What follows belongs to an exercise in optimizing a design on an open flow for small area, a short achievable clock period and few clock cycles per item; a production flow would make more cautious choices.
Function was not checked in any run shown here: the RTL went through the layout flow alone.
Power and IR drop assume default switching activity.

## flow/config.mk

```make
export PLATFORM = sky130hd
export DESIGN_NAME = ymodem_rx_unit
export DESIGN_NICKNAME = ymodem_rx_unit
export VERILOG_FILES = /design/flow/design.v
export SDC_FILE = /design/flow/constraint.sdc
export NUM_CORES = 4
export LEC_CHECK = 0
export CAP_MARGIN = 20
export CORE_MARGIN = 2
export CORE_UTILIZATION = 40
export SLEW_MARGIN = 20
export BUFFER_PORTS_ARGS = -buffer_cell sky130_fd_sc_hd__buf_2
```

## flow/design.v

```verilog
module ymodem_rx_unit (
    input  wire        clk,
    input  wire        rst,           
    input  wire        cmd_valid,
    output wire        cmd_ready,
    input  wire [15:0] cmd,
    output reg         res_valid,
    output reg  [1:0]  res_st,        
    output reg  [31:0] res_val,
    output reg  [1:0]  res_tx_n,      
    output reg  [7:0]  res_tx0,
    output reg  [7:0]  res_tx1,
    output reg  [1:0]  res_ev_n,      
    output reg  [2:0]  res_ev0,
    output reg  [2:0]  res_ev1,
    output reg  [3:0]  res_ev_code,   
    output reg         res_pay        
);
    localparam IDLE = 0, LEAD = 1, SEQ = 2, CMP = 3, DATA = 4, CRCH = 5,
               CRCL = 6, PURGE = 7, DONE = 8, FAILED = 9;
    function [15:0] crc_step;
        input [15:0] c;
        input [7:0]  d;
        integer i;
        begin
            crc_step = c ^ {d, 8'h00};
            for (i = 0; i < 8; i = i + 1)
                crc_step = crc_step[15] ? ((crc_step << 1) ^ 16'h1021) : (crc_step << 1);
        end
    endfunction
    reg        fault;
    reg [15:0] crc_acc;
    reg [9:0]  ph;            
    reg [7:0]  rx_exp;
    reg        rx_hdr;
    reg        rx_big;
    reg [1:0]  rx_eotc;
    reg [1:0]  rx_canc;
    reg [2:0]  rx_retry;
    reg [3:0]  rx_err;
    reg [15:0] rx_crc;        
    reg [9:0]  rx_cnt;
    reg        rx_nz;         
    reg [1:0]  rx_pend;       
    wire       cv  = cmd_valid & ~rst;
    wire [7:0] op  = cmd[15:8];
    wire [7:0] imm = cmd[7:0];
    wire       z   = (imm == 8'd0);
    wire hi0  = (op[7:4] == 4'h0);
    wire hi1  = (op[7:4] == 4'h1);
    wire hi3  = (op[7:4] == 4'h3);
    wire lo0  = (op[3:0] == 4'h0);
    wire lo1  = (op[3:0] == 4'h1);
    wire lo2  = (op[3:0] == 4'h2);
    wire lo3  = (op[3:0] == 4'h3);
    wire lo4  = (op[3:0] == 4'h4);
    wire op_reset  = hi0 & lo1 & z;
    wire op_gf     = hi0 & lo2 & z;
    wire sys       = op_reset | op_gf;
    wire legal     = (hi0 & lo0 & z) | (hi1 & (lo0 | lo2) & z) | (hi1 & lo1)
                   | (hi3 & (lo0 | lo2 | lo3 | lo4) & z) | (hi3 & lo1);
    wire nf        = ~fault;
    wire e_cinit   = nf & hi1 & lo0 & z;
    wire e_cbyte   = nf & hi1 & lo1;
    wire e_cread   = nf & hi1 & lo2 & z;
    wire e_start   = nf & hi3 & lo0 & z;
    wire rxb       = nf & hi3 & lo1;
    wire tmo       = nf & hi3 & lo2 & z;
    wire e_abort   = nf & hi3 & lo3 & z;
    wire e_status  = nf & hi3 & lo4 & z;
    wire faulted   = ~sys & (fault | ~legal);
    wire ph_blk    = ph[SEQ] | ph[CMP] | ph[DATA] | ph[CRCH] | ph[CRCL];
    wire ph_act    = ph[LEAD] | ph_blk;                  
    wire ph_off    = ph[IDLE] | ph[DONE] | ph[FAILED];
    wire d_soh = (imm == 8'h01);
    wire d_stx = (imm == 8'h02);
    wire d_eot = (imm == 8'h04);
    wire d_can = (imm == 8'h18);
    wire last      = rx_big ? (&rx_cnt) : (&rx_cnt[6:0]);
    wire lo_ok     = (imm == rx_crc[7:0]);
    wire pend_ok   = (rx_pend == 2'd0);
    wire chk_ok    = pend_ok & lo_ok;
    wire crcl      = rxb & ph[CRCL];
    wire acc       = crcl & chk_ok;
    wire null_hdr  = ~rx_hdr & ~rx_nz;
    wire acc_null  = acc & null_hdr;
    wire acc_blk   = acc & ~null_hdr;
    wire lead      = rxb & ph[LEAD];
    wire lead_sx   = lead & (d_soh | d_stx);
    wire nak_lead  = lead & ~(d_soh | d_stx | d_eot | d_can);
    wire nak_crcl  = crcl & ~chk_ok;
    wire nak_tmo   = tmo & ph_act;
    wire nak       = nak_lead | nak_crcl | nak_tmo;
    wire at_limit  = rx_retry[2] & ~rx_retry[0];         
    wire nak_fail  = nak & at_limit;
    wire nak_purge = nak & ~at_limit;
    wire [3:0] nak_reason = nak_tmo ? 4'd4 : nak_lead ? 4'd5 :
                            ~pend_ok ? {2'b00, rx_pend} : 4'd3;
    wire eot_lead  = lead & d_eot;
    wire can_lead  = lead & d_can;
    wire eot_done  = eot_lead & rx_eotc[0];
    wire can_fail  = can_lead & rx_canc[0];
    wire abort     = e_abort & (ph_act | ph[PURGE]);
    wire purge_end = tmo & ph[PURGE];
    wire [15:0] crc_in  = op[5] ? rx_crc : crc_acc;      
    wire [15:0] crc_nxt = crc_step(crc_in, imm);
    wire go_lead   = e_start | purge_end | acc_blk;
    wire go_seq    = lead_sx;
    wire go_cmp    = rxb & ph[SEQ];
    wire go_data   = rxb & ph[CMP];
    wire go_crch   = rxb & ph[DATA] & last;
    wire go_crcl   = rxb & ph[CRCH];
    wire go_purge  = nak_purge;
    wire go_done   = eot_done | acc_null;
    wire go_failed = can_fail | nak_fail | abort;
    wire [9:0] go  = {go_failed, go_done, go_purge, go_crcl, go_crch,
                      go_data, go_cmp, go_seq, go_lead, 1'b0};
    wire move      = |go;
    wire clr = rst | (cv & op_reset);
    wire [3:0] ph_code = {ph[DONE] | ph[FAILED],
                          ph[DATA] | ph[CRCH] | ph[CRCL] | ph[PURGE],
                          ph[SEQ] | ph[CMP] | ph[CRCL] | ph[PURGE],
                          ph[LEAD] | ph[CMP] | ph[CRCH] | ph[PURGE] | ph[FAILED]};
    always @(posedge clk) begin
        res_valid <= cv;
        res_st <= faulted ? 2'd2 : (rxb & ph_off) ? 2'd1 : 2'd0;
        res_val <= 32'd0;
        if (op_gf)
            res_val[0] <= fault;
        else if (e_cread)
            res_val[15:0] <= crc_acc;
        else if (e_status)
            res_val[25:0] <= {rx_big, rx_hdr, rx_exp, rx_canc, rx_eotc,
                              1'b0, rx_retry, rx_err, ph_code};
        res_tx_n <= {acc_blk & ~rx_hdr,
                     e_start | eot_lead | can_lead | (acc_blk & rx_hdr) | purge_end};
        begin : tx0
            reg is_c, is_n;
            is_c = ~op[1] & ~op[0];
            is_n = op[1] | (~ph[CRCL] & imm[2] & ~rx_eotc[0]);
            res_tx0 <= {1'b0, is_c, 1'b0, is_n, 1'b0, ~is_c, ~is_n, is_c | is_n};
        end
        res_tx1 <= 8'h43;
        res_ev_n <= {acc_null, acc_blk | eot_done | can_fail | nak_fail | abort};
        res_ev0  <= acc ? (rx_hdr ? 3'd3 : rx_nz ? 3'd1 : 3'd2) :
                    eot_done ? 3'd4 : 3'd5;
        res_ev1  <= 3'd4;
        res_ev_code <= (op[1] & op[0]) ? 4'd8 : (op[1] | ~d_can) ? 4'd6 : 4'd7;
        res_pay <= rxb & ph[DATA];
        if (clr) begin
            fault    <= 1'b0;
            crc_acc  <= 16'd0;
            ph       <= 10'd1;
            rx_exp   <= 8'd0;
            rx_hdr   <= 1'b0;
            rx_big   <= 1'b0;
            rx_eotc  <= 2'd0;
            rx_canc  <= 2'd0;
            rx_retry <= 3'd0;
            rx_err   <= 4'd0;
        end else if (cv) begin
            if (~sys & ~legal)
                fault <= 1'b1;
            if (e_cinit)
                crc_acc <= 16'd0;
            if (e_cbyte)
                crc_acc <= crc_nxt;
            if (move)
                ph <= go;
            if (e_start) begin
                rx_exp   <= 8'd0;
                rx_hdr   <= 1'b0;
                rx_big   <= 1'b0;
                rx_retry <= 3'd0;
                rx_err   <= 4'd0;
            end
            if (lead_sx)
                rx_big <= imm[1];
            if (acc) begin
                rx_retry <= 3'd0;
                rx_err   <= 4'd0;
            end
            if (acc_blk) begin
                rx_hdr <= 1'b1;
                rx_exp <= rx_exp + 8'd1;
            end
            if (e_start | nak_tmo | (lead & ~d_eot))
                rx_eotc <= 2'd0;
            else if (eot_lead)
                rx_eotc <= rx_eotc + 2'd1;
            if (e_start | nak_tmo | (lead & ~d_can))
                rx_canc <= 2'd0;
            else if (can_lead)
                rx_canc <= rx_canc + 2'd1;
            if (nak)
                rx_retry <= rx_retry + 3'd1;
            if (nak_fail)
                rx_err <= 4'd6;
            if (nak_purge)
                rx_err <= nak_reason;
            if (can_fail)
                rx_err <= 4'd7;
            if (abort)
                rx_err <= 4'd8;
        end
        if (cv & rxb) begin
            if (ph[SEQ])
                rx_crc[7:0] <= imm;
            if (ph[CMP]) begin
                rx_crc  <= 16'd0;
                rx_cnt  <= 10'd0;
                rx_nz   <= 1'b0;
                rx_pend <= (imm != ~rx_crc[7:0]) ? 2'd1 :
                           (rx_crc[7:0] != rx_exp) ? 2'd2 : 2'd0;
            end
            if (ph[DATA]) begin
                rx_crc <= crc_nxt;
                rx_cnt <= rx_cnt + 10'd1;
                if (~z) rx_nz <= 1'b1;
            end
            if (ph[CRCH] & pend_ok & (imm != rx_crc[15:8]))
                rx_pend <= 2'd3;
        end
    end
    assign cmd_ready = 1'b1;
endmodule
```

## flow/flow/run.sh

```bash
#!/bin/bash
# The standard layout (standard.sh, its synthesis unchanged in its registers),
# with the extra ORFS settings of flow/extra.mk appended to config.mk.
set -o pipefail
cat flow/extra.mk >> config.mk
bash standard.sh > standard.log 2>&1
```

## flow/constraint.sdc

```tcl
create_clock -name core_clock -period 4.0 [get_ports {clk}]
set_input_delay 0.8000 -clock core_clock [delete_from_list [all_inputs] [get_ports {clk}]]
set_output_delay 0.8000 -clock core_clock [all_outputs]
set_load 0.01 [all_outputs]
```

## flow/flow/extra.mk

```make
export BUFFER_PORTS_ARGS = -buffer_cell sky130_fd_sc_hd__buf_2
```

## flow/standard.sh

```bash
#!/bin/bash
# synth_recipe.tcl (not shown) runs the flow's synth.tcl, then flattens the netlist and writes it again
# the make line also repeats each setting of config.mk as NAME=value (left out here)
make -C /OpenROAD-flow-scripts/flow DESIGN_CONFIG=/design/flow/config.mk WORK_HOME=/design/flow/orfs CLKGATE_MAP_FILE= SYNTH_SCRIPT=/design/flow/synth_recipe.tcl "${@:-finish}"
```

==> results of run 1 <==
==> layout make-up <==
type | instances | area, µm²
clock buffers | 20 | 436.7
clock inverters | 12 | 106.4
fillers | 1421 | 8011
inverters | 17 | 63.81
multi-input cells | 466 | 3044
flip-flops and latches | 122 | 2733
well taps | 188 | 235.2
repair buffers | 75 | 402.9
==> power groups by stage <==
stage	logic (µW)	clock network [µW]	registers (µW)
final	159	1420	1270
after global placement	153	0	1290
after CTS	156	1450	1260
after detailed placement	155	0	1290
after global routing	170	1510	1260
after floorplan	124	0	1290
==> final timing paths <==
path | start | end | slack [ps]
worst min register to register | rx_big$_SDFFE_PP0P_ | rx_big$_SDFFE_PP0P_ | 490
worst max-delay path | cmd[2] | rx_exp[5]$_SDFFE_PP0P_ | 970
worst max register to register | rx_crc[6]$_DFFE_PP_ | rx_exp[5]$_SDFFE_PP0P_ | 1060
worst min-delay path | rx_big$_SDFFE_PP0P_ | rx_big$_SDFFE_PP0P_ | 490
==> logic make-up (layout without fill, tap and decap cells) <==
family	Yosys count	in the layout	synth area share (%)
and+or+nand+nor	235	235	20.42
AOI/OAI and AO/OA	128	128	15.46
DFF	122	122	44.78
buffers and inverters	78	124	6.807
xor gates and xnor gates	57	57	8.181
muxes	22	22	3.609
adders and majority gates	3	3	0.6152
other	2	21	0.1231
==> layer usage <==
layer  global-route usage, %  up-vias  part of all wire [%]
met5                       0        -                     0
met4                   7.434        0                   1.8
met3                   5.067       24                   6.3
met2                   35.23      223                    49
met1                   27.71     2500                    43
li1                        -     2390                     -
==> cells in the final DEF, fill, tap and decap left out, drive strengths merged, types with 4 or more instances in the layout <==
cell type | Yosys | layout
dfxtp | 93 | 93
buf | 40 | 75
nand2 | 53 | 53
nor2 | 47 | 47
xnor2 | 44 | 44
edfxtp | 29 | 29
nand3 | 25 | 25
and2 | 24 | 24
a21oi | 23 | 23
mux2i | 22 | 22
o21ai | 21 | 21
conb | 2 | 21
clkbuf | 21 | 20
a22o | 18 | 18
a22oi | 18 | 18
inv | 16 | 16
nor4 | 15 | 15
nand4 | 13 | 13
xor2 | 13 | 13
nor3 | 13 | 13
clkinv | 1 | 10
and3 | 7 | 7
nor2b | 6 | 6
a311oi | 6 | 6
or4 | 5 | 5
nand2b | 5 | 5
or2b | 5 | 5
or3 | 4 | 4
o22ai | 4 | 4
o21bai | 4 | 4
==> synth_stat cells (all sizes together), types with 4 or more instances <==
cell | instances | area [µm²]
edfxtp | 29 | 870.8
a22o | 18 | 157.7
nand4 | 13 | 81.33
o21bai | 4 | 30.03
inv | 16 | 60.06
nand2b | 5 | 31.28
or2b | 5 | 37.54
clkbuf | 21 | 78.83
nand2 | 53 | 198.9
or4 | 5 | 37.54
a21oi | 23 | 115.1
and3 | 7 | 43.79
xnor2 | 44 | 385.4
nor2 | 47 | 176.4
xor2 | 13 | 113.9
o22ai | 4 | 25.02
nor4 | 15 | 93.84
and2 | 24 | 150.1
buf | 40 | 272.8
nor3 | 13 | 70.07
nand3 | 25 | 125.1
mux2i | 22 | 220.2
nor2b | 6 | 37.54
or3 | 4 | 25.02
a311oi | 6 | 52.55
a22oi | 18 | 135.1
dfxtp | 93 | 1862
o21ai | 21 | 105.1
==> flip-flops by register name, indices dropped and copies added (netlist names), 2 cells and up <==
name,count
crc_acc,16
ph,10
res_ev0,3
res_ev_code,3
res_ev_n,2
res_st,2
res_tx0,5
res_tx_n,2
res_val,26
rx_canc,2
rx_cnt,10
rx_crc,16
rx_eotc,2
rx_err,4
rx_exp,8
rx_pend,2
rx_retry,3
==> worst min-delay path, cell delays in order, from the launching register on <==
cell and delay [ps]:
dfxtp_1 320, nand2_1 60, a21oi_1 60
==> stage by stage <==
stage	power [µW]	instance area [µm²]	hold slack (ps)	instances	worst slack [ps]
floorplan	1417	6173	434.5	666	915.9
global route	2946	7022	512.8	900	735.0
CTS	2867	7022	483.0	900	1019
detailed placement	1445	6479	464.3	868	567.4
global placement	1443	6479	459.2	868	699.4
finish	2848	7022	485.9	900	969.2
==> run_results.csv, run 1 <==
group,metric,value,unit
sta,grt_setup_unrepaired,"false",
route,wirelength,16990,µm
hold_path,min_path_cells,2,
global_routing,grt_max_degree,35,
route,vias_per_cell,5.708,
clock_network,cts_hold_buf,0,
synth,ys_warn_count,1,
worst_setup_path,worstSetupEndpointType,"flop",
outcome,status,"timing/DRC/antenna clean",
route,routed-via-count,5137,
clock_network,numCtsBuffers,17,
finish,layout.nets,721,
synth,avgSynthCellArea,9.431,µm²
power,power.internal,2211,µW
clock_network,clock_latency,420,ps
power,p_seq_share,44.4,%
sta,slew_headroom,42.90,%
synth,synth_ff_type,"dfxtp_1",
sta,finalSetupViolCount,0,
route,wl_per_cell,18.87,µm
global_routing,grt_pass1_vias,4832,
route,dr.pass1.iters,5,
floorplan,die_area,16260,µm²
global_routing,grt_pass1_wl,26760,µm
floorplan,core_area,15030,µm²
power,swShare,22.34,%
finish,fin_util,46.71,%
sta,worst_pin_slew,853.3,ps
power,p_per_area,405.5,nW/µm²
clock_network,cts_sinks,122,
clock_network,cts_tree,"yes",
synth,synth-seq-cells,122,
sta,fmax,0.3299,GHz
job,drv_cap,0,
worst_setup_path,slowest_stage,"or4_1",
sta,setup_tns,0,ps
floorplan,num_rows,45,
route,ant_nets,0,
clock_network,cts_max_level,4,
synth,synth_enable_flop_cells,29,
synth,yosysSeqAreaShare,44.78,%
worst_setup_path,critPathMaxStageDelay,720,ps
worst_setup_path,cp.depth,7,
worst_setup_path,required,4320,ps
sta,finalCritPeriodShare,75.77,%
global_routing,antenna_found_initial,0,
hold_path,hold_class,"flop to flop",
clock_network,cts-resized-gates,0,
power,leakagePower,0.002656,µW
global_routing,grt_use_total,21.43,%
sta,maxSlewViolCount,0,
clock_network,clk_pin_slew,50,ps
sta,finClkSkew,10.20,ps
sta,fin_crit,3031,ps
worst_setup_path,arrival,3350,ps
route,drc,0,
synth,synth_cells,647,
synth,ys_types,68,
worst_setup_path,setup.worst_path.class,"primary input to flop",
route,drtIter0Drc,495,
worst_setup_path,r2r_cells,6,
floorplan,start_util,40.59,%
power,pwr-share-clk,50.0,%
clock_network,root_buffer,"clkbuf_16",
finish,syn_to_final_growth,15.07,%
power,power_switching,636.1,µW
worst_setup_path,crit_chain,"buf_2, xnor2_1, nand4_1, or4_1, a211oi_4, or2b_1, a311oi_1",
synth,ys_async_sr_fraction,0,%
worst_setup_path,critPathTopFamily,"simple AND/OR/NAND/NOR gates",
placed_design,numPortBuffers,64,
global_routing,grt_overflow,0,
worst_setup_path,cp-start-kind,"primary input",
clock_network,post_cts_buffers,0,
power,ir_drop,0.3078,mV
finish,drive_above_1_share,15.87,%
synth,syn_area,6102,µm²
placed_design,dp_hpwl,12510,µm
floorplan,die_y,127.5,µm
floorplan,pin_count,86,
power,comb_power_share,5.6,%
floorplan,die_w,127.5,µm
worst_setup_path,path_buf_inv,1,
sta,final-hold-violation-count,0,
finish,diodes,0,
placed_design,gp_congestion,0.9433,
clock_network,cts_max_path_buffers,2,
worst_setup_path,worst-path-max-fanout,15,
==> run 2: changes to the inputs <==
==> flow/flow/extra.mk (replaced) <==
export BUFFER_PORTS_ARGS = -buffer_cell sky130_fd_sc_hd__buf_2
export DONT_USE_CELLS += sky130_fd_sc_hd__or4_1 sky130_fd_sc_hd__or4_2 sky130_fd_sc_hd__or4_4 sky130_fd_sc_hd__or4b_1 sky130_fd_sc_hd__or4b_2 sky130_fd_sc_hd__or4b_4 sky130_fd_sc_hd__or4bb_1 sky130_fd_sc_hd__or4bb_2 sky130_fd_sc_hd__or4bb_4 sky130_fd_sc_hd__nor4_1 sky130_fd_sc_hd__nor4_2 sky130_fd_sc_hd__nor4_4 sky130_fd_sc_hd__nor4b_1 sky130_fd_sc_hd__nor4b_2 sky130_fd_sc_hd__nor4b_4 sky130_fd_sc_hd__nor4bb_1 sky130_fd_sc_hd__nor4bb_2 sky130_fd_sc_hd__nor4bb_4 sky130_fd_sc_hd__or3_1 sky130_fd_sc_hd__or3_2 sky130_fd_sc_hd__or3_4 sky130_fd_sc_hd__or3b_1 sky130_fd_sc_hd__or3b_2 sky130_fd_sc_hd__or3b_4 sky130_fd_sc_hd__a2111oi_0 sky130_fd_sc_hd__a2111oi_1 sky130_fd_sc_hd__a2111oi_2 sky130_fd_sc_hd__a2111oi_4 sky130_fd_sc_hd__a2111o_1 sky130_fd_sc_hd__a2111o_2 sky130_fd_sc_hd__a2111o_4 sky130_fd_sc_hd__clkdlybuf4s50_1 sky130_fd_sc_hd__clkdlybuf4s50_2
export ABC_CLOCK_PERIOD_IN_PS = 2000
--- a/flow/config.mk
+++ b/flow/config.mk
@@ -10,3 +10,5 @@
 export CORE_UTILIZATION = 40
 export SLEW_MARGIN = 20
 export BUFFER_PORTS_ARGS = -buffer_cell sky130_fd_sc_hd__buf_2
+export DONT_USE_CELLS += sky130_fd_sc_hd__or4_1 sky130_fd_sc_hd__or4_2 sky130_fd_sc_hd__or4_4 sky130_fd_sc_hd__or4b_1 sky130_fd_sc_hd__or4b_2 sky130_fd_sc_hd__or4b_4 sky130_fd_sc_hd__or4bb_1 sky130_fd_sc_hd__or4bb_2 sky130_fd_sc_hd__or4bb_4 sky130_fd_sc_hd__nor4_1 sky130_fd_sc_hd__nor4_2 sky130_fd_sc_hd__nor4_4 sky130_fd_sc_hd__nor4b_1 sky130_fd_sc_hd__nor4b_2 sky130_fd_sc_hd__nor4b_4 sky130_fd_sc_hd__nor4bb_1 sky130_fd_sc_hd__nor4bb_2 sky130_fd_sc_hd__nor4bb_4 sky130_fd_sc_hd__or3_1 sky130_fd_sc_hd__or3_2 sky130_fd_sc_hd__or3_4 sky130_fd_sc_hd__or3b_1 sky130_fd_sc_hd__or3b_2 sky130_fd_sc_hd__or3b_4 sky130_fd_sc_hd__a2111oi_0 sky130_fd_sc_hd__a2111oi_1 sky130_fd_sc_hd__a2111oi_2 sky130_fd_sc_hd__a2111oi_4 sky130_fd_sc_hd__a2111o_1 sky130_fd_sc_hd__a2111o_2 sky130_fd_sc_hd__a2111o_4 sky130_fd_sc_hd__clkdlybuf4s50_1 sky130_fd_sc_hd__clkdlybuf4s50_2
+export ABC_CLOCK_PERIOD_IN_PS = 2000
==> run 2 against run 1 <==
Net effect: utilization increased by 0.41 points; combinational power is essentially flat; total power rose by 3.9%; via count is 6.0% lower; clock-buffer cell count is 6 higher; maximum frequency is 10% higher; first-iteration DRC count is 12% higher.
==> run_results.csv, run 2 <==
group,metric,value,unit
synth,yosysSeqAreaShare,45.39,%
outcome,status,"timing/DRC/antenna clean",
sta,maxSlewViolCount,0,
sta,whs,446.7,ps
sta,finalSetupViolCount,0,
route,drtIter0Drc,556,
route,routed-via-count,4827,
hold_path,hold_class,"flop to flop",
synth,synth-seq-cells,122,
global_routing,grt_use_total,21.58,%
sta,grt_setup_unrepaired,"false",
finish,drive_above_1_share,17.66,%
sta,finClkSkew,9.116,ps
sta,worst_pin_slew,937.0,ps
route,vias_per_cell,5.517,
finish,final_cell_mix,"dfxtp_1, nor2_1, buf_2",
synth,synth_enable_flop_cells,29,
floorplan,pin_count,86,
worst_setup_path,cp-start-kind,"primary input",
sta,final-hold-violation-count,0,
sta,fmax,0.3644,GHz
worst_setup_path,critPathMaxStageDelay,650,ps
clock_network,cts_tree,"yes",
worst_setup_path,worstSetupEndpointType,"flop",
synth,synthTopCellsByArea,"dfxtp_1, edfxtp_1, xnor2_1, nor2_1, buf_4",
route,wirelength,16990,µm
floorplan,core_area,14640,µm²
global_routing,antenna_found_initial,0,
placed_design,dp_hpwl,12300,µm
route,drc,0,
clock_network,clk_pin_slew,50,ps
finish,layout.nets,700,
global_routing,grt_overflow,0,
finish,stdcell_count,875,
synth,avgSynthCellArea,9.572,µm²
worst_setup_path,critPathTopFamily,"simple AND/OR/NAND/NOR gates",
global_routing,grt_max_degree,25,
synth,ys_types,65,
floorplan,die_y,126.7,µm
clock_network,post_cts_buffers,0,
worst_setup_path,arrival,2800,ps
job,drv_cap,0,
worst_setup_path,crit_chain,"buf_2, nor2_1, and4_2, and2_1, nand2_1, nor2_1",
global_routing,grt_pass1_vias,4676,
synth,ys_warn_count,1,
clock_network,cts_max_path_buffers,2,
power,leakagePower,0.002750,µW
power,ir_drop,0.3312,mV
floorplan,num_rows,44,
route,ant_nets,0,
synth,ys_async_sr_fraction,0,%
clock_network,cts_max_level,4,
synth,syn_area,6021,µm²
synth,synth_top_area_share,30.92,%
clock_network,numCtsBuffers,17,
finish,final_common_cell,"dfxtp_1",
placed_design,numPortBuffers,64,
sta,finalCritPeriodShare,68.61,%
placed_design,gp_congestion,0.9091,
synth,synth.largest_area_cell,"dfxtp_1",
worst_setup_path,path_buf_inv,1,
floorplan,die_area,16050,µm²
route,wl_per_cell,19.41,µm
clock_network,cts_sinks,122,
clock_network,clock_latency,430,ps
clock_network,cts_hold_buf,0,
worst_setup_path,slowest_stage,"nor2_1",
worst_setup_path,worst-path-max-fanout,14,
worst_setup_path,setup.worst_path.class,"primary input to flop",
power,p_per_area,428.7,nW/µm²
finish,syn_to_final_growth,14.61,%
placed_design,place_inst,843,
synth,yosys-top-cells-count,"dfxtp_1, nor2_1, xnor2_1",
global_routing,grt_pass1_wl,26100,µm
worst_setup_path,required,4050,ps
floorplan,die_w,126.7,µm
floorplan,start_util,41.11,%
clock_network,root_buffer,"clkbuf_16",
synth,synth_ff_type,"dfxtp_1",
finish,reg_top3,"res_val (26), crc_acc (16), rx_crc (16)",
clock_network,cts-resized-gates,0,
finish,top_register,"res_val",
synth,synth_cells,629,
finish,largest_reg_flops,26,
synth,yosysMostFrequentCell,"dfxtp_1",
finish,diodes,0,
sta,setup_tns,0,ps
route,dr.pass1.iters,8,
worst_setup_path,crit_path_frequent_cell,"nor2_1",
sta,slew_headroom,37.54,%
sta,fin_crit,2744,ps
==> run 2: cell count changes after synthesis, sizes merged, moves of 6 or more <==
cell and change:
xnor2 -7, nand3b +7, nand2 -22, o21ai +6, xor2 +8, nor4 -15, nor2 +37, clkbuf -12
nand3 -7, buf +10
==> run 2: routing by layer <==
layer / track usage, % / part of all wire [%] / up-vias
met3: 5.356 / 7.6 / 42
met4: 9.308 / 3.0 / 0
li1: - / - / 2287
met1: 28.72 / 44 / 2278
met2: 33.51 / 45 / 220
met5: 0 / 0 / -
==> run 2: where the power goes <==
| part | internal (µW) | leakage (µW) | switching [µW] |
|---|---|---|---|
| logic | 52.6 | 0.00140 | 106 |
| clock network | 989 | 0.000300 | 546 |
| registers | 1260 | 0.00105 | 1.92 |
==> run 2: final timing paths <==
check | depth (start not counted) | endpoint | slack, ps | start
worst max-delay path | 6 | rx_crc[7]$_DFFE_PP_ | 1260 | cmd[15]
worst min-delay path | 2 | ph[0]$_SDFFE_PP1P_ | 450 | ph[0]$_SDFFE_PP1P_
worst max register to register | 7 | rx_exp[7]$_SDFFE_PP0P_ | 1610 | rx_crc[7]$_DFFE_PP_
worst min register to register | 2 | ph[0]$_SDFFE_PP1P_ | 450 | ph[0]$_SDFFE_PP1P_
==> run 2: cells by family after synthesis <==
logic type,Yosys count,synth area share [%]
simple gates,222,19.33
compound gates,130,15.59
flops,122,45.39
buf+inv,74,7.523
xor+xnor,58,8.437
mux,18,2.992
fa+ha+maj,3,0.6235
other cells,2,0.1247
==> run 2: metrics by stage <==
stage,cell area [µm²],power [µW],utilization (%),setup WS (ps)
finish,6900,2958,47.12,1256
global route,6900,3031,47.12,1106
CTS,6900,2971,47.12,1280
detailed placement,6304,1447,43.05,831.6
global placement,6304,1445,43.05,873.4
floorplan,6092,1423,-,1086
==> run 2: cell type report <==
class / count / area [µm²]
multi-input combinational: 452 / 2907
tap: 184 / 230.2
sequential: 122 / 2733
timing repair buffer: 70 / 377.9
fill: 1409 / 7744
clock buffer: 26 / 541.8
inverter: 15 / 56.30
clock inverter: 6 / 55.05
==> run 2: worst register-to-register path: cells and delay by family (launching register included) <==
family	cells	cell delay [ps]
flops	1	490
compound gates	3	690
xor+xnor	1	230
simple gates	3	850
==> run 3: changes to the inputs <==
==> flow/flow/extra.mk (replaced) <==
export BUFFER_PORTS_ARGS = -buffer_cell sky130_fd_sc_hd__buf_2
export DONT_USE_CELLS += sky130_fd_sc_hd__or4_1 sky130_fd_sc_hd__or4_2 sky130_fd_sc_hd__or4_4 sky130_fd_sc_hd__or4b_1 sky130_fd_sc_hd__or4b_2 sky130_fd_sc_hd__or4b_4 sky130_fd_sc_hd__or4bb_1 sky130_fd_sc_hd__or4bb_2 sky130_fd_sc_hd__or4bb_4 sky130_fd_sc_hd__nor4_1 sky130_fd_sc_hd__nor4_2 sky130_fd_sc_hd__nor4_4 sky130_fd_sc_hd__nor4b_1 sky130_fd_sc_hd__nor4b_2 sky130_fd_sc_hd__nor4b_4 sky130_fd_sc_hd__nor4bb_1 sky130_fd_sc_hd__nor4bb_2 sky130_fd_sc_hd__nor4bb_4 sky130_fd_sc_hd__or3_1 sky130_fd_sc_hd__or3_2 sky130_fd_sc_hd__or3_4 sky130_fd_sc_hd__or3b_1 sky130_fd_sc_hd__or3b_2 sky130_fd_sc_hd__or3b_4 sky130_fd_sc_hd__a2111oi_0 sky130_fd_sc_hd__a2111oi_1 sky130_fd_sc_hd__a2111oi_2 sky130_fd_sc_hd__a2111oi_4 sky130_fd_sc_hd__a2111o_1 sky130_fd_sc_hd__a2111o_2 sky130_fd_sc_hd__a2111o_4 sky130_fd_sc_hd__clkdlybuf4s50_1 sky130_fd_sc_hd__clkdlybuf4s50_2
export ABC_CLOCK_PERIOD_IN_PS = 2000
export SETUP_SLACK_MARGIN = 1.5
--- a/flow/config.mk
+++ b/flow/config.mk
@@ -12,3 +12,4 @@
 export BUFFER_PORTS_ARGS = -buffer_cell sky130_fd_sc_hd__buf_2
 export DONT_USE_CELLS += sky130_fd_sc_hd__or4_1 sky130_fd_sc_hd__or4_2 sky130_fd_sc_hd__or4_4 sky130_fd_sc_hd__or4b_1 sky130_fd_sc_hd__or4b_2 sky130_fd_sc_hd__or4b_4 sky130_fd_sc_hd__or4bb_1 sky130_fd_sc_hd__or4bb_2 sky130_fd_sc_hd__or4bb_4 sky130_fd_sc_hd__nor4_1 sky130_fd_sc_hd__nor4_2 sky130_fd_sc_hd__nor4_4 sky130_fd_sc_hd__nor4b_1 sky130_fd_sc_hd__nor4b_2 sky130_fd_sc_hd__nor4b_4 sky130_fd_sc_hd__nor4bb_1 sky130_fd_sc_hd__nor4bb_2 sky130_fd_sc_hd__nor4bb_4 sky130_fd_sc_hd__or3_1 sky130_fd_sc_hd__or3_2 sky130_fd_sc_hd__or3_4 sky130_fd_sc_hd__or3b_1 sky130_fd_sc_hd__or3b_2 sky130_fd_sc_hd__or3b_4 sky130_fd_sc_hd__a2111oi_0 sky130_fd_sc_hd__a2111oi_1 sky130_fd_sc_hd__a2111oi_2 sky130_fd_sc_hd__a2111oi_4 sky130_fd_sc_hd__a2111o_1 sky130_fd_sc_hd__a2111o_2 sky130_fd_sc_hd__a2111o_4 sky130_fd_sc_hd__clkdlybuf4s50_1 sky130_fd_sc_hd__clkdlybuf4s50_2
 export ABC_CLOCK_PERIOD_IN_PS = 2000
+export SETUP_SLACK_MARGIN = 1.5
==> run 3 against run 2 <==
Net effect: still clean; clock-buffer cell count fell by 6; combinational power increased by 6%; die area stayed put; clock skew shrank 4.3 ps; flip-flop and latch count unchanged; clock power is about 10% lower; wire length shrank 1.3%; worst hold slack improved by 7.3 ps; final cell count increased by 1.0%; critical endpoint is now rx_err[1]$_SDFFE_PP0P_; largest power group unchanged.
==> run_results.csv, run 3 <==
group,metric,value,unit
route,routed-via-count,4813,
global_routing,grt_use_total,21.03,%
floorplan,pin_count,86,
finish,final_common_cell,"dfxtp_1",
power,power_switching,667.4,µW
worst_setup_path,setup.worst_path.class,"primary input to flop",
synth,synthTopCellsByArea,"dfxtp_1, edfxtp_1, xnor2_1, nor2_1, buf_4",
synth,ys_warn_count,1,
sta,finClkSkew,4.773,ps
placed_design,numPortBuffers,64,
synth,yosysSeqAreaShare,45.39,%
route,drtIter0Drc,410,
placed_design,gp_congestion,0.9732,
synth,synth_top_area_share,30.92,%
finish,layout.nets,709,
clock_network,cts_max_level,4,
synth,synth_cells,629,
power,p_per_area,401.4,nW/µm²
worst_setup_path,r2r_cells,8,
worst_setup_path,required,4330,ps
sta,final-hold-violation-count,0,
power,comb_power_share,6.0,%
synth,synth-seq-cells,122,
synth,synth_compound_area_share,15.59,%
clock_network,cts_hold_buf,0,
finish,syn_to_final_growth,16.02,%
global_routing,grt_pass1_vias,4579,
worst_setup_path,cp-start-kind,"primary input",
synth,syn_area,6021,µm²
synth,ys_types,65,
global_routing,antenna_found_initial,0,
job,drv_cap,0,
sta,slew_headroom,51.40,%
global_routing,grt_max_degree,24,
finish,top_register,"res_val",
synth,muxShareOfSynthArea,2.993,%
power,p_seq_share,45.1,%
worst_setup_path,worstSetupEndpointType,"flop",
floorplan,die_area,16050,µm²
power,p_total,2804,µW
sta,finalSetupViolCount,0,
synth,yosys-top-cells-count,"dfxtp_1, nor2_1, xnor2_1",
power,leakagePower,0.002766,µW
route,wl_per_cell,18.97,µm
synth,synth_top_family_by_area,"simple AND/OR/NAND/NOR gates",
synth,synth_enable_flop_cells,29,
synth,synth.largest_area_cell,"dfxtp_1",
finish,final_cell_mix,"dfxtp_1, nor2_1, buf_2",
synth,avgSynthCellArea,9.572,µm²
hold_path,min_path_cells,2,
route,wirelength,16770,µm
finish,final.fill_count,1373,
route,vias_per_cell,5.445,
route,drc,0,
sta,fmax,0.4177,GHz
floorplan,core_area,14640,µm²
finish,regArea,2733,µm²
sta,grt_setup_unrepaired,"false",
floorplan,start_util,41.11,%
power,pwr-share-clk,48.9,%
sta,fin_crit,2394,ps
worst_setup_path,worst-path-max-fanout,10,
synth,synth_ff_type,"dfxtp_1",
route,dr.pass1.iters,5,
finish,multi_input_area,2973,µm²
clock_network,clock_latency,420,ps
sta,setup_tns,0,ps
route,ant_nets,0,
synth,ys_async_sr_fraction,0,%
floorplan,num_rows,44,
global_routing,grt_overflow,0,
synth,yosysMostFrequentCell,"dfxtp_1",
clock_network,cts_sinks,122,
synth,yosys.area_share.adder,0.6234,%
power,power.internal,2137,µW
synth,synth_simple_gate_area_share,19.33,%
worst_setup_path,arrival,2730,ps
finish,largest_reg_flops,26,
finish,reg_top3,"res_val (26), crc_acc (16), rx_crc (16)",
outcome,status,"timing/DRC/antenna clean",
clock_network,numCtsBuffers,17,
sta,maxSlewViolCount,0,
power,ir_drop,0.2440,mV
floorplan,die_w,126.7,µm
clock_network,root_buffer,"clkbuf_16",
clock_network,cts_tree,"yes",
hold_path,hold_class,"flop to flop",
sta,worst_pin_slew,725.5,ps
global_routing,grt_pass1_wl,25600,µm
power,swShare,23.80,%
clock_network,cts_max_path_buffers,2,
placed_design,dp_hpwl,12130,µm
finish,drive_above_1_share,20.57,%
sta,finalCritPeriodShare,59.85,%
finish,diodes,0,
floorplan,die_y,126.7,µm
clock_network,clk_pin_slew,60,ps
synth,synth-xor-area-share,8.437,%
-- run 3: changes by cell type in the layout (fill, tap and decap cells not counted), moves of 4 or more --
cell        before  now
buf_4            5   13
nor2_2           1    5
clkinvlp_4       0    4
nor2_1          82   77
-- run 3: power groups by stage --
stage	clock network, µW	registers, µW	logic [µW]
after global routing	1440	1260	182
after global placement	0	1290	154
after floorplan	0	1290	130
after detailed placement	0	1290	155
final	1370	1260	168
after CTS	1390	1260	157
-- run 3: final timing paths --
path         slack, ps                     from                      to
max               1610                   cmd[1]  rx_err[1]$_SDFFE_PP0P_
min                450       ph[0]$_SDFFE_PP1P_      ph[0]$_SDFFE_PP1P_
max reg2reg       1750  rx_cnt[0]$_SDFFCE_PN0P_      ph[8]$_SDFFE_PP0P_
min reg2reg        450       ph[0]$_SDFFE_PP1P_      ph[0]$_SDFFE_PP1P_
-- run 3: critical path, stage by stage --
cell and delay, ps:
buf_2 200, nor2_2 240, and4b_4 380, nand4_2 200
a21boi_2 230, nand2_1 260, a21oi_1 140, a211oi_1 260
-- run 3: logic make-up (layout without fill, tap and decap cells) --
family,count (synthesis),after routing
xor gates and xnor gates,58,58
adders and majority gates,3,3
other,2,21
DFF,122,122
AOI/OAI and AO/OA,130,130
buffers and inverters,74,126
and+or+nand+nor,222,222
muxes,18,18
-- run 3: cell type report --
type	instances	area share (%)
multi-input cells	452	42.56
clock inverters	12	1.075
clock buffers	20	6.538
repair buffers	79	6.556
well taps	184	3.296
flip-flops and latches	122	39.12
inverters	15	0.8598
-- run 3: layer usage --
metal,global-route usage [%],up-vias,wire length [µm],share of wire (%)
met3,5.188,25,1032,6.2
li1,-,2321,-,-
met5,0,-,0,0
met2,31.92,182,7506,45
met4,8.403,0,336,2.0
met1,28.89,2285,7894,47
-- run 3: timing repair --
action	4_1_cts	5_1_grt
resized for setup	4	11
endpoints found under the setup margin	59	53
pin swaps	1	3
setup buffers	1	9
-- run 3: through the flow --
step	util, %	setup slack [ps]	instance area, µm²	hold WS, ps	instances
global placement	43.05	933.9	6304	437.3	842
CTS	46.93	1477	6873	456.0	875
detailed placement	43.05	893.7	6304	446.8	842
finish	47.70	1606	6985	454.0	884
floorplan	-	1461	6100	422.6	648
global route	47.70	1503	6985	467.1	884
==> run 4: changes to the inputs <==
==> flow/flow/extra.mk (replaced) <==
export BUFFER_PORTS_ARGS = -buffer_cell sky130_fd_sc_hd__buf_2
export DONT_USE_CELLS += sky130_fd_sc_hd__or4_1 sky130_fd_sc_hd__or4_2 sky130_fd_sc_hd__or4_4 sky130_fd_sc_hd__or4b_1 sky130_fd_sc_hd__or4b_2 sky130_fd_sc_hd__or4b_4 sky130_fd_sc_hd__or4bb_1 sky130_fd_sc_hd__or4bb_2 sky130_fd_sc_hd__or4bb_4 sky130_fd_sc_hd__nor4_1 sky130_fd_sc_hd__nor4_2 sky130_fd_sc_hd__nor4_4 sky130_fd_sc_hd__nor4b_1 sky130_fd_sc_hd__nor4b_2 sky130_fd_sc_hd__nor4b_4 sky130_fd_sc_hd__nor4bb_1 sky130_fd_sc_hd__nor4bb_2 sky130_fd_sc_hd__nor4bb_4 sky130_fd_sc_hd__or3_1 sky130_fd_sc_hd__or3_2 sky130_fd_sc_hd__or3_4 sky130_fd_sc_hd__or3b_1 sky130_fd_sc_hd__or3b_2 sky130_fd_sc_hd__or3b_4 sky130_fd_sc_hd__a2111oi_0 sky130_fd_sc_hd__a2111oi_1 sky130_fd_sc_hd__a2111oi_2 sky130_fd_sc_hd__a2111oi_4 sky130_fd_sc_hd__a2111o_1 sky130_fd_sc_hd__a2111o_2 sky130_fd_sc_hd__a2111o_4 sky130_fd_sc_hd__clkdlybuf4s50_1 sky130_fd_sc_hd__clkdlybuf4s50_2
export ABC_CLOCK_PERIOD_IN_PS = 1500
export SETUP_SLACK_MARGIN = 2.2
--- a/flow/config.mk
+++ b/flow/config.mk
@@ -11,5 +11,5 @@
 export SLEW_MARGIN = 20
 export BUFFER_PORTS_ARGS = -buffer_cell sky130_fd_sc_hd__buf_2
 export DONT_USE_CELLS += sky130_fd_sc_hd__or4_1 sky130_fd_sc_hd__or4_2 sky130_fd_sc_hd__or4_4 sky130_fd_sc_hd__or4b_1 sky130_fd_sc_hd__or4b_2 sky130_fd_sc_hd__or4b_4 sky130_fd_sc_hd__or4bb_1 sky130_fd_sc_hd__or4bb_2 sky130_fd_sc_hd__or4bb_4 sky130_fd_sc_hd__nor4_1 sky130_fd_sc_hd__nor4_2 sky130_fd_sc_hd__nor4_4 sky130_fd_sc_hd__nor4b_1 sky130_fd_sc_hd__nor4b_2 sky130_fd_sc_hd__nor4b_4 sky130_fd_sc_hd__nor4bb_1 sky130_fd_sc_hd__nor4bb_2 sky130_fd_sc_hd__nor4bb_4 sky130_fd_sc_hd__or3_1 sky130_fd_sc_hd__or3_2 sky130_fd_sc_hd__or3_4 sky130_fd_sc_hd__or3b_1 sky130_fd_sc_hd__or3b_2 sky130_fd_sc_hd__or3b_4 sky130_fd_sc_hd__a2111oi_0 sky130_fd_sc_hd__a2111oi_1 sky130_fd_sc_hd__a2111oi_2 sky130_fd_sc_hd__a2111oi_4 sky130_fd_sc_hd__a2111o_1 sky130_fd_sc_hd__a2111o_2 sky130_fd_sc_hd__a2111o_4 sky130_fd_sc_hd__clkdlybuf4s50_1 sky130_fd_sc_hd__clkdlybuf4s50_2
-export ABC_CLOCK_PERIOD_IN_PS = 2000
-export SETUP_SLACK_MARGIN = 1.5
+export ABC_CLOCK_PERIOD_IN_PS = 1500
+export SETUP_SLACK_MARGIN = 2.2
==> run 4 against run 3 <==
Net effect: critical endpoint is now ph[7]$_SDFFE_PP0P_; worst hold slack got worse by 5.6 ps; global-route usage grew 2.5 points; largest power group unchanged; non-clock buffer count increased by 57.
==> run_results.csv, run 4 <==
group,metric,value,unit
sta,finalCritPeriodShare,54.11,%
sta,final-hold-violation-count,0,
worst_setup_path,required,4330,ps
worst_setup_path,setup.worst_path.class,"primary input to flop",
worst_setup_path,r2r_cells,10,
hold_path,whs_endpoint,"ph[0]$_SDFFE_PP1P_",
route,wl_per_cell,19.96,µm
floorplan,pin_count,86,
synth,synth_top_area_share,30.92,%
sta,maxSlewViolCount,0,
sta,fin_ws,1836,ps
synth,synth_enable_flop_cells,29,
synth,ys_async_sr_fraction,0,%
finish,drive_above_1_share,35.05,%
sta,finClkSkew,9.771,ps
worst_setup_path,cp-start-kind,"primary input",
synth,yosysSeqAreaShare,45.39,%
placed_design,pre_cts_slack,904.2,ps
floorplan,core_area,14640,µm²
worst_setup_path,worst-path-max-fanout,5,
placed_design,dp_hpwl,12160,µm
global_routing,grt_overflow,0,
synth,avgSynthCellArea,9.572,µm²
floorplan,start_util,41.11,%
hold_path,min_path_cells,2,
finish,regArea,2734,µm²
finish,fin_util,56.59,%
route,drtIter0Drc,420,
sta,finalSetupViolCount,0,
sta,slew_headroom,45.32,%
synth,synthTopCellsByArea,"dfxtp_1, edfxtp_1, xnor2_1, nor2_1, buf_4",
route,wirelength,18820,µm
finish,final_cell_mix,"dfxtp_1, nor2_1, buf_4",
floorplan,die_w,126.7,µm
power,leakagePower,0.003289,µW
clock_network,clk_pin_slew,60,ps
synth,synth_ff_type,"dfxtp_1",
route,drc,0,
placed_design,numPortBuffers,64,
synth,ys_types,65,
sta,fin_crit,2164,ps
power,ir_drop,0.2614,mV
worst_setup_path,worstSetupEndpointType,"flop",
sta,worst_pin_slew,817.2,ps
floorplan,die_y,126.7,µm
outcome,status,"timing/DRC/antenna clean",
global_routing,grt_use_total,23.55,%
clock_network,cts_hold_buf,0,
route,vias_per_cell,5.572,
route,dr.pass1.iters,5,
global_routing,grt_max_degree,18,
finish,syn_to_final_growth,37.64,%
worst_setup_path,r2r_start,"rx_cnt[0]$_SDFFCE_PN0P_",
finish,final.fill_count,1253,
synth,syn_area,6021,µm²
hold_path,hold_class,"flop to flop",
route,routed-via-count,5254,
clock_network,cts_max_path_buffers,2,
clock_network,cts_tree,"yes",
worst_setup_path,arrival,2490,ps
sta,setup_tns,0,ps
sta,grt_setup_unrepaired,"true",
synth,synth.largest_area_cell,"dfxtp_1",
hold_path,holdCritStartpoint,"ph[0]$_SDFFE_PP1P_",
synth,yosysMostFrequentCell,"dfxtp_1",
floorplan,die_area,16050,µm²
floorplan,num_rows,44,
route,ant_nets,0,
finish,largest_reg_flops,26,
finish,reg_top3,"res_val (26), crc_acc (16), rx_crc (16)",
global_routing,antenna_found_initial,0,
finish,final_common_cell,"dfxtp_1",
power,p_per_area,374.2,nW/µm²
clock_network,numCtsBuffers,17,
global_routing,grt_pass1_vias,5123,
synth,yosys-top-cells-count,"dfxtp_1, nor2_1, xnor2_1",
sta,whs,448.4,ps
finish,top_register,"res_val",
clock_network,cts_max_level,4,
clock_network,clock_latency,440,ps
synth,ys_warn_count,1,
job,drv_cap,0,
synth,synth_cells,629,
worst_setup_path,reg2reg_setup_slack,1890,ps
worst_setup_path,r2r_end,"ph[7]$_SDFFE_PP0P_",
finish,multi_input_area,3486,µm²
sta,fmax,0.4620,GHz
global_routing,grt_pass1_wl,28570,µm
finish,layout.nets,768,
clock_network,root_buffer,"clkbuf_16",
finish,diodes,0,
placed_design,gp_congestion,0.9110,
clock_network,cts_sinks,122,
synth,synth-seq-cells,122,
## run 4: cell type report
| cell class | instances | area share, % |
|---|---|---|
| multi-input combinational | 454 | 42.07 |
| sequential | 122 | 32.99 |
| timing repair buffer | 136 | 13.95 |
| clock buffer | 20 | 6.040 |
| tap | 184 | 2.778 |
| clock inverter | 12 | 1.449 |
| inverter | 15 | 0.7247 |
## run 4: critical path: stages
cell and delay, ps:
buf_12 110, nor3_4 260, buf_4 180, and4b_1 230
nand4_1 230, o2111ai_4 220, o31ai_4 100, buf_6 150
a32oi_1 140, nor2_1 60
## run 4: cell families (layout without fill, tap and decap cells)
kind of cell	after synthesis	after routing	share of synthesized area [%]
simple gates	222	224	19.33
compound gates	130	130	15.59
flops	122	122	45.39
buf+inv	74	183	7.523
xor+xnor	58	58	8.437
mux	18	18	2.992
fa+ha+maj	3	3	0.6235
other cells	2	21	0.1247
## run 4: repair_timing
item / in CTS / in global routing
setup endpoints to repair: 125 / 116
pin swaps: 36 / 24
cloned: 4 / 0
resized for setup: 89 / 32
buffers inserted: 51 / 14
## run 4: layer usage
layer	share of wire, %	vias up	global-route usage [%]
met2	47	250	37.58
met3	7.8	42	5.989
met1	42	2523	30.14
li1	-	2439	-
met5	0	-	0
met4	2.8	0	10.92
## run 4: how the worst max path moves through the flow
stage	from	end	slack, ps	depth (start not counted)
final	cmd[7]	ph[7]$_SDFFE_PP0P_	1840	10
after global routing	cmd[7]	ph[7]$_SDFFE_PP0P_	1790	10
after CTS	cmd[6]	ph[8]$_SDFFE_PP0P_	1900	9
after detailed placement	cmd[5]	rx_eotc[1]$_SDFFE_PP0P_	900	7
after global placement	cmd[5]	crc_acc[14]$_SDFFE_PP0P_	960	7
after floorplan	cmd[5]	ph[8]$_SDFFE_PP0P_	1620	9
## run 4: through the flow
stage / instance area (µm²) / std cells / total power (µW)
2_1_floorplan: 6349 / 648 / 1437
3_3_place_gp: 6449 / 842 / 1455
3_5_place_dp: 6449 / 842 / 1456
4_1_cts: 8004 / 929 / 3096
5_1_grt: 8287 / 943 / 3182
6_report: 8287 / 943 / 3101
## run 4: where the power goes
part	leakage (µW)	total [µW]	switching, µW	internal, µW
sequential	0.00105	1260	1.99	1260
combinational	0.00194	229	132	97.1
clock	0.000307	1610	628	980
total	0.00329	3100	762	2340
==> run 5: changes to the inputs <==
--- a/flow/design.v
+++ b/flow/design.v
@@ -42,40 +42,59 @@
     reg [9:0]  rx_cnt;
     reg        rx_nz;         
     reg [1:0]  rx_pend;       
-    wire       cv  = cmd_valid & ~rst;
-    wire [7:0] op  = cmd[15:8];
-    wire [7:0] imm = cmd[7:0];
-    wire       z   = (imm == 8'd0);
-    wire hi0  = (op[7:4] == 4'h0);
-    wire hi1  = (op[7:4] == 4'h1);
-    wire hi3  = (op[7:4] == 4'h3);
-    wire lo0  = (op[3:0] == 4'h0);
-    wire lo1  = (op[3:0] == 4'h1);
-    wire lo2  = (op[3:0] == 4'h2);
-    wire lo3  = (op[3:0] == 4'h3);
-    wire lo4  = (op[3:0] == 4'h4);
-    wire op_reset  = hi0 & lo1 & z;
-    wire op_gf     = hi0 & lo2 & z;
-    wire sys       = op_reset | op_gf;
-    wire legal     = (hi0 & lo0 & z) | (hi1 & (lo0 | lo2) & z) | (hi1 & lo1)
-                   | (hi3 & (lo0 | lo2 | lo3 | lo4) & z) | (hi3 & lo1);
+    wire [7:0] c_op  = cmd[15:8];
+    wire [7:0] c_imm = cmd[7:0];
+    wire       c_z   = (c_imm == 8'd0);
+    wire c_hi0 = (c_op[7:4] == 4'h0);
+    wire c_hi1 = (c_op[7:4] == 4'h1);
+    wire c_hi3 = (c_op[7:4] == 4'h3);
+    wire c_lo0 = (c_op[3:0] == 4'h0);
+    wire c_lo1 = (c_op[3:0] == 4'h1);
+    wire c_lo2 = (c_op[3:0] == 4'h2);
+    wire c_lo3 = (c_op[3:0] == 4'h3);
+    wire c_lo4 = (c_op[3:0] == 4'h4);
+    wire c_sys   = c_hi0 & (c_lo1 | c_lo2) & c_z;
+    wire c_legal = (c_hi0 & c_lo0 & c_z) | (c_hi1 & (c_lo0 | c_lo2) & c_z) | (c_hi1 & c_lo1)
+                 | (c_hi3 & (c_lo0 | c_lo2 | c_lo3 | c_lo4) & c_z) | (c_hi3 & c_lo1);
+    reg       cv;             
+    reg [7:0] imm;            
+    reg       op_reset, op_gf, op_nsys, op_bad;
+    reg       op_cinit, op_cbyte, op_cread, op_start, op_byte, op_tmo, op_abort, op_status;
+    reg       z, d_sx, d_eot, d_can;
+    always @(posedge clk) begin
+        cv        <= cmd_valid & ~rst;
+        imm       <= c_imm;
+        op_reset  <= c_hi0 & c_lo1 & c_z;
+        op_gf     <= c_hi0 & c_lo2 & c_z;
+        op_nsys   <= ~c_sys;
+        op_bad    <= ~c_sys & ~c_legal;
+        op_cinit  <= c_hi1 & c_lo0 & c_z;
+        op_cbyte  <= c_hi1 & c_lo1;
+        op_cread  <= c_hi1 & c_lo2 & c_z;
+        op_start  <= c_hi3 & c_lo0 & c_z;
+        op_byte   <= c_hi3 & c_lo1;
+        op_tmo    <= c_hi3 & c_lo2 & c_z;
+        op_abort  <= c_hi3 & c_lo3 & c_z;
+        op_status <= c_hi3 & c_lo4 & c_z;
+        z         <= c_z;
+        d_sx      <= (c_imm == 8'h01) | (c_imm == 8'h02);
+        d_eot     <= (c_imm == 8'h04);
+        d_can     <= (c_imm == 8'h18);
+    end
     wire nf        = ~fault;
-    wire e_cinit   = nf & hi1 & lo0 & z;
-    wire e_cbyte   = nf & hi1 & lo1;
-    wire e_cread   = nf & hi1 & lo2 & z;
-    wire e_start   = nf & hi3 & lo0 & z;
-    wire rxb       = nf & hi3 & lo1;
-    wire tmo       = nf & hi3 & lo2 & z;
-    wire e_abort   = nf & hi3 & lo3 & z;
-    wire e_status  = nf & hi3 & lo4 & z;
-    wire faulted   = ~sys & (fault | ~legal);
+    wire sys       = ~op_nsys;
+    wire e_cinit   = nf & op_cinit;
+    wire e_cbyte   = nf & op_cbyte;
+    wire e_cread   = nf & op_cread;
+    wire e_start   = nf & op_start;
+    wire rxb       = nf & op_byte;
+    wire tmo       = nf & op_tmo;
+    wire e_abort   = nf & op_abort;
+    wire e_status  = nf & op_status;
+    wire faulted   = op_bad | (op_nsys & fault);
     wire ph_blk    = ph[SEQ] | ph[CMP] | ph[DATA] | ph[CRCH] | ph[CRCL];
     wire ph_act    = ph[LEAD] | ph_blk;                  
     wire ph_off    = ph[IDLE] | ph[DONE] | ph[FAILED];
-    wire d_soh = (imm == 8'h01);
-    wire d_stx = (imm == 8'h02);
-    wire d_eot = (imm == 8'h04);
-    wire d_can = (imm == 8'h18);
     wire last      = rx_big ? (&rx_cnt) : (&rx_cnt[6:0]);
     wire lo_ok     = (imm == rx_crc[7:0]);
     wire pend_ok   = (rx_pend == 2'd0);
@@ -86,8 +105,8 @@
     wire acc_null  = acc & null_hdr;
     wire acc_blk   = acc & ~null_hdr;
     wire lead      = rxb & ph[LEAD];
-    wire lead_sx   = lead & (d_soh | d_stx);
-    wire nak_lead  = lead & ~(d_soh | d_stx | d_eot | d_can);
+    wire lead_sx   = lead & d_sx;
+    wire nak_lead  = lead & ~(d_sx | d_eot | d_can);
     wire nak_crcl  = crcl & ~chk_ok;
     wire nak_tmo   = tmo & ph_act;
     wire nak       = nak_lead | nak_crcl | nak_tmo;
@@ -102,7 +121,7 @@
     wire can_fail  = can_lead & rx_canc[0];
     wire abort     = e_abort & (ph_act | ph[PURGE]);
     wire purge_end = tmo & ph[PURGE];
-    wire [15:0] crc_in  = op[5] ? rx_crc : crc_acc;      
+    wire [15:0] crc_in  = op_cbyte ? crc_acc : rx_crc;
     wire [15:0] crc_nxt = crc_step(crc_in, imm);
     wire go_lead   = e_start | purge_end | acc_blk;
     wire go_seq    = lead_sx;
@@ -122,7 +141,7 @@
                           ph[SEQ] | ph[CMP] | ph[CRCL] | ph[PURGE],
                           ph[LEAD] | ph[CMP] | ph[CRCH] | ph[PURGE] | ph[FAILED]};
     always @(posedge clk) begin
-        res_valid <= cv;
+        res_valid <= cv & ~rst;
         res_st <= faulted ? 2'd2 : (rxb & ph_off) ? 2'd1 : 2'd0;
         res_val <= 32'd0;
         if (op_gf)
@@ -136,8 +155,8 @@
                      e_start | eot_lead | can_lead | (acc_blk & rx_hdr) | purge_end};
         begin : tx0
             reg is_c, is_n;
-            is_c = ~op[1] & ~op[0];
-            is_n = op[1] | (~ph[CRCL] & imm[2] & ~rx_eotc[0]);
+            is_c = op_start;
+            is_n = op_tmo | (~ph[CRCL] & imm[2] & ~rx_eotc[0]);
             res_tx0 <= {1'b0, is_c, 1'b0, is_n, 1'b0, ~is_c, ~is_n, is_c | is_n};
         end
         res_tx1 <= 8'h43;
@@ -145,7 +164,7 @@
         res_ev0  <= acc ? (rx_hdr ? 3'd3 : rx_nz ? 3'd1 : 3'd2) :
                     eot_done ? 3'd4 : 3'd5;
         res_ev1  <= 3'd4;
-        res_ev_code <= (op[1] & op[0]) ? 4'd8 : (op[1] | ~d_can) ? 4'd6 : 4'd7;
+        res_ev_code <= {op_abort, ~op_abort, ~op_abort, d_can};
         res_pay <= rxb & ph[DATA];
         if (clr) begin
             fault    <= 1'b0;
@@ -159,7 +178,7 @@
             rx_retry <= 3'd0;
             rx_err   <= 4'd0;
         end else if (cv) begin
-            if (~sys & ~legal)
+            if (op_bad)
                 fault <= 1'b1;
             if (e_cinit)
                 crc_acc <= 16'd0;
==> run 5 against run 4 <==
Net effect: highest routed layer unchanged; area after synthesis rose by 7.2%; utilization fell by 3.8 points; die area rose by 7.0%; clock power fell by 3%; flip-flop and latch count rose by 25; synthesized cell count rose by 3.0%; first-iteration DRC count rose by 28%; still clean; worst hold slack got worse by 87 ps; sequential share of layout area rose by 6.2 points; non-clock buffer count fell by 23; largest power group unchanged.
==> run_results.csv, run 5 <==
group,metric,value,unit
global_routing,grt_max_degree,25,
sta,grt_setup_unrepaired,"true",
worst_setup_path,cp-start-kind,"flop",
worst_setup_path,crit_chain,"xnor2_2, and4_4, nand3_4, a211o_4, a31o_1, a22o_1",
synth,ys_types,58,
clock_network,clk_pin_slew,60,ps
synth,synth.largest_area_cell,"dfxtp_1",
synth,synth_cells,648,
floorplan,core_area,15830,µm²
clock_network,cts_max_path_buffers,2,
worst_setup_path,reg2reg_setup_slack,2120,ps
floorplan,pin_count,86,
sta,fmax,0.5308,GHz
finish,final_common_cell,"dfxtp_1",
clock_network,cts_tree,"yes",
finish,drive_above_1_share,32.51,%
placed_design,numPortBuffers,64,
hold_path,hold_class,"flop to flop",
route,routed-via-count,5203,
route,wirelength,17480,µm
synth,synthTopCellsByArea,"dfxtp_1, edfxtp_1, nor2_1, xnor2_1, a22o_1",
finish,top_register,"res_val",
sta,finClkSkew,6.026,ps
synth,synth_ff_type,"dfxtp_1",
sta,setup_tns,0,ps
floorplan,die_area,17170,µm²
clock_network,cts_max_level,4,
worst_setup_path,worstSetupEndpointType,"flop",
power,p_per_area,388.9,nW/µm²
synth,avgSynthCellArea,9.959,µm²
synth,ys_warn_count,1,
global_routing,antenna_found_initial,0,
worst_setup_path,slowest_stage,"edfxtp_1",
hold_path,min_path_cells,0,
synth,yosys-top-cells-count,"dfxtp_1, nor2_1, nand2_1",
floorplan,die_w,131.0,µm
finish,syn_to_final_growth,29.41,%
worst_setup_path,worst-path-max-fanout,7,
sta,final-hold-violation-count,0,
job,drv_cap,0,
clock_network,root_buffer,"clkbuf_16",
clock_network,cts_sinks,147,
hold_path,holdCritStartpoint,"op_abort$_DFF_P_",
worst_setup_path,setup.worst_path.class,"flop to flop",
synth,yosysSeqAreaShare,50.10,%
global_routing,grt_overflow,0,
finish,largest_reg_flops,26,
placed_design,gp_congestion,0.9127,
sta,fin_ws,2116,ps
finish,layout.nets,775,
floorplan,die_y,131.0,µm
floorplan,num_rows,46,
sta,finalSetupViolCount,0,
route,drtIter0Drc,538,
sta,fin_crit,1884,ps
hold_path,whs_endpoint,"res_ev_code[3]$_DFF_P_",
clock_network,clock_latency,430,ps
worst_setup_path,critPathMaxStageDelay,440,ps
synth,synth-seq-cells,147,
floorplan,start_util,40.77,%
synth,ys_async_sr_fraction,0,%
route,wl_per_cell,17.80,µm
finish,fin_util,52.77,%
sta,maxSlewViolCount,0,
worst_setup_path,r2r_cells,6,
sta,slew_headroom,53.66,%
global_routing,grt_use_total,20.40,%
power,ir_drop,0.3208,mV
route,drc,0,
sta,finalCritPeriodShare,47.10,%
route,ant_nets,0,
placed_design,pre_cts_slack,1416,ps
synth,synth_top_area_share,36.60,%
worst_setup_path,r2r_start,"rx_crc[1]$_DFFE_PP_",
route,dr.pass1.iters,5,
worst_setup_path,arrival,2200,ps
sta,worst_pin_slew,692.6,ps
finish,final.fill_count,1421,
worst_setup_path,required,4320,ps
global_routing,grt_pass1_vias,4700,
placed_design,dp_hpwl,12160,µm
route,vias_per_cell,5.298,
synth,yosysMostFrequentCell,"dfxtp_1",
synth,syn_area,6454,µm²
outcome,status,"timing/DRC/antenna clean",
worst_setup_path,r2r_end,"rx_err[0]$_SDFFE_PP0P_",
finish,diodes,0,
finish,reg_top3,"res_val (26), crc_acc (16), rx_crc (16)",
finish,final_cell_mix,"dfxtp_1, nor2_1, buf_2",
synth,synth_enable_flop_cells,29,
clock_network,numCtsBuffers,17,
global_routing,grt_pass1_wl,26130,µm
power,leakagePower,0.003301,µW
-- run 5: per-layer routing --
| layer | part of all wire (%) | vias up | global-route usage, % |
|---|---|---|---|
| li1 | - | 2445 | - |
| met1 | 43 | 2538 | 28.33 |
| met2 | 48 | 199 | 31.73 |
| met3 | 6.7 | 21 | 4.520 |
| met4 | 1.6 | 0 | 6.446 |
| met5 | 0 | - | 0 |
-- run 5: how the worst max path moves through the flow --
stage	start	to	slack [ps]
finish	rx_crc[1]$_DFFE_PP_	rx_err[0]$_SDFFE_PP0P_	2120
global route	rx_crc[5]$_DFFE_PP_	rx_err[0]$_SDFFE_PP0P_	2040
CTS	op_cbyte$_DFF_P_	rx_crc[8]$_SDFFCE_PN0P_	2150
detailed placement	op_cbyte$_DFF_P_	rx_crc[8]$_SDFFCE_PN0P_	1420
global placement	op_cbyte$_DFF_P_	rx_crc[8]$_SDFFCE_PN0P_	1470
floorplan	cmd[5]	op_bad$_DFF_P_	2190
-- run 5: power breakdown --
group          leakage [µW]  internal (µW)  total (µW)  switching, µW
clock network      0.000283            963        1560            601
registers           0.00119           1510        1530           19.3
logic               0.00183           69.1         153           84.0
total               0.00330           2540        3250            704
-- run 5: what timing repair did --
| action | in CTS | in global routing |
|---|---|---|
| buffers inserted | 27 | 18 |
| hold buffers | 0 | 0 |
| hold endpoints to repair | 0 | 0 |
| gates cloned | 1 | 0 |
| gates resized for setup | 55 | 59 |
| pin swaps | 13 | 30 |
| endpoints found under the setup margin | 94 | 59 |
-- run 5: final cells by class --
cell class                      count  area [µm²]  area share, %
Multi-Input combinational cell    459        3423          40.99
Clock inverter                      9       103.9          1.243
Sequential cell                   147        3272          39.18
Inverter                           15       60.06         0.7191
Timing Repair Buffer              113       744.5          8.914
Tap cell                          216       270.3          3.236
Clock buffer                       23       478.0          5.723
-- run 5: cell families (layout without fill, tap and decap cells) --
| group | after synthesis | in the layout | synth area share [%] |
|---|---|---|---|
| fa+ha+maj | 3 | 3 | 0.5817 |
| mux | 18 | 18 | 2.792 |
| xor+xnor | 56 | 56 | 8.763 |
| buf+inv | 62 | 160 | 5.467 |
| flops | 147 | 147 | 50.10 |
| compound gates | 121 | 122 | 13.13 |
| other cells | 2 | 21 | 0.1164 |
| simple gates | 239 | 239 | 19.06 |
-- run 5: per-stage QoR --
step	hold slack (ps)	instances	power (µW)	cell area, µm²
3_3_place_gp	341.8	904	1674	6885
3_5_place_dp	359.5	904	1676	6885
6_report	361.1	982	3248	8352
4_1_cts	361.1	964	3242	7880
5_1_grt	365.2	982	3343	8352
2_1_floorplan	330.8	667	1653	6561
-- run 5: critical path: cells and delay by family, from the launching register on --
kind	cells	cell delay, ps
xor gates and xnor gates	1	200
DFF	1	440
AOI/OAI and AO/OA	3	770
and+or+nand+nor	2	370

[re-timing with driven ports]
Ports are ideal in the flow. The routed layouts listed here were re-timed in OpenROAD.
Step 1 assumes that a clkbuf_16 drives the clock port and a buf_2 every other input.
Step 2 also shifts input and output timing later by t, the mid clock arrival at the registers, as if the neighbouring blocks saw the same clock.
a / b / c = ideal / step 1 / step 2; a / b = the first two.
| run | shift t [ns] | slack for setup (ns) | worst hold slack (ns) | clock arrival spread, ns | cell pins on the clock port's net |
|---|---|---|---|---|---|
| run 1 | 0.455 | 0.969 / 0.987 / 0.532 | 0.486 / 0.486 / 0.486 | 0.010 / 0.010 | 1 |
| run 2 | 0.463 | 1.256 / 1.277 / 0.814 | 0.447 / 0.447 / 0.447 | 0.010 / 0.009 | 1 |
| run 3 | 0.462 | 1.606 / 1.623 / 1.162 | 0.454 / 0.454 / 0.454 | 0.005 / 0.005 | 1 |
| run 4 | 0.473 | 1.836 / 1.823 / 1.350 | 0.448 / 0.448 / 0.448 | 0.011 / 0.011 | 1 |
| run 5 | 0.467 | 2.116 / 2.116 / 1.902 | 0.361 / 0.361 / 0.361 | 0.006 / 0.006 | 1 |
After both steps every run listed still meets setup and hold. For run 4, which loses most, drivers alone change the setup slack by -0.013 ns; drivers and shift together by -0.486 ns.
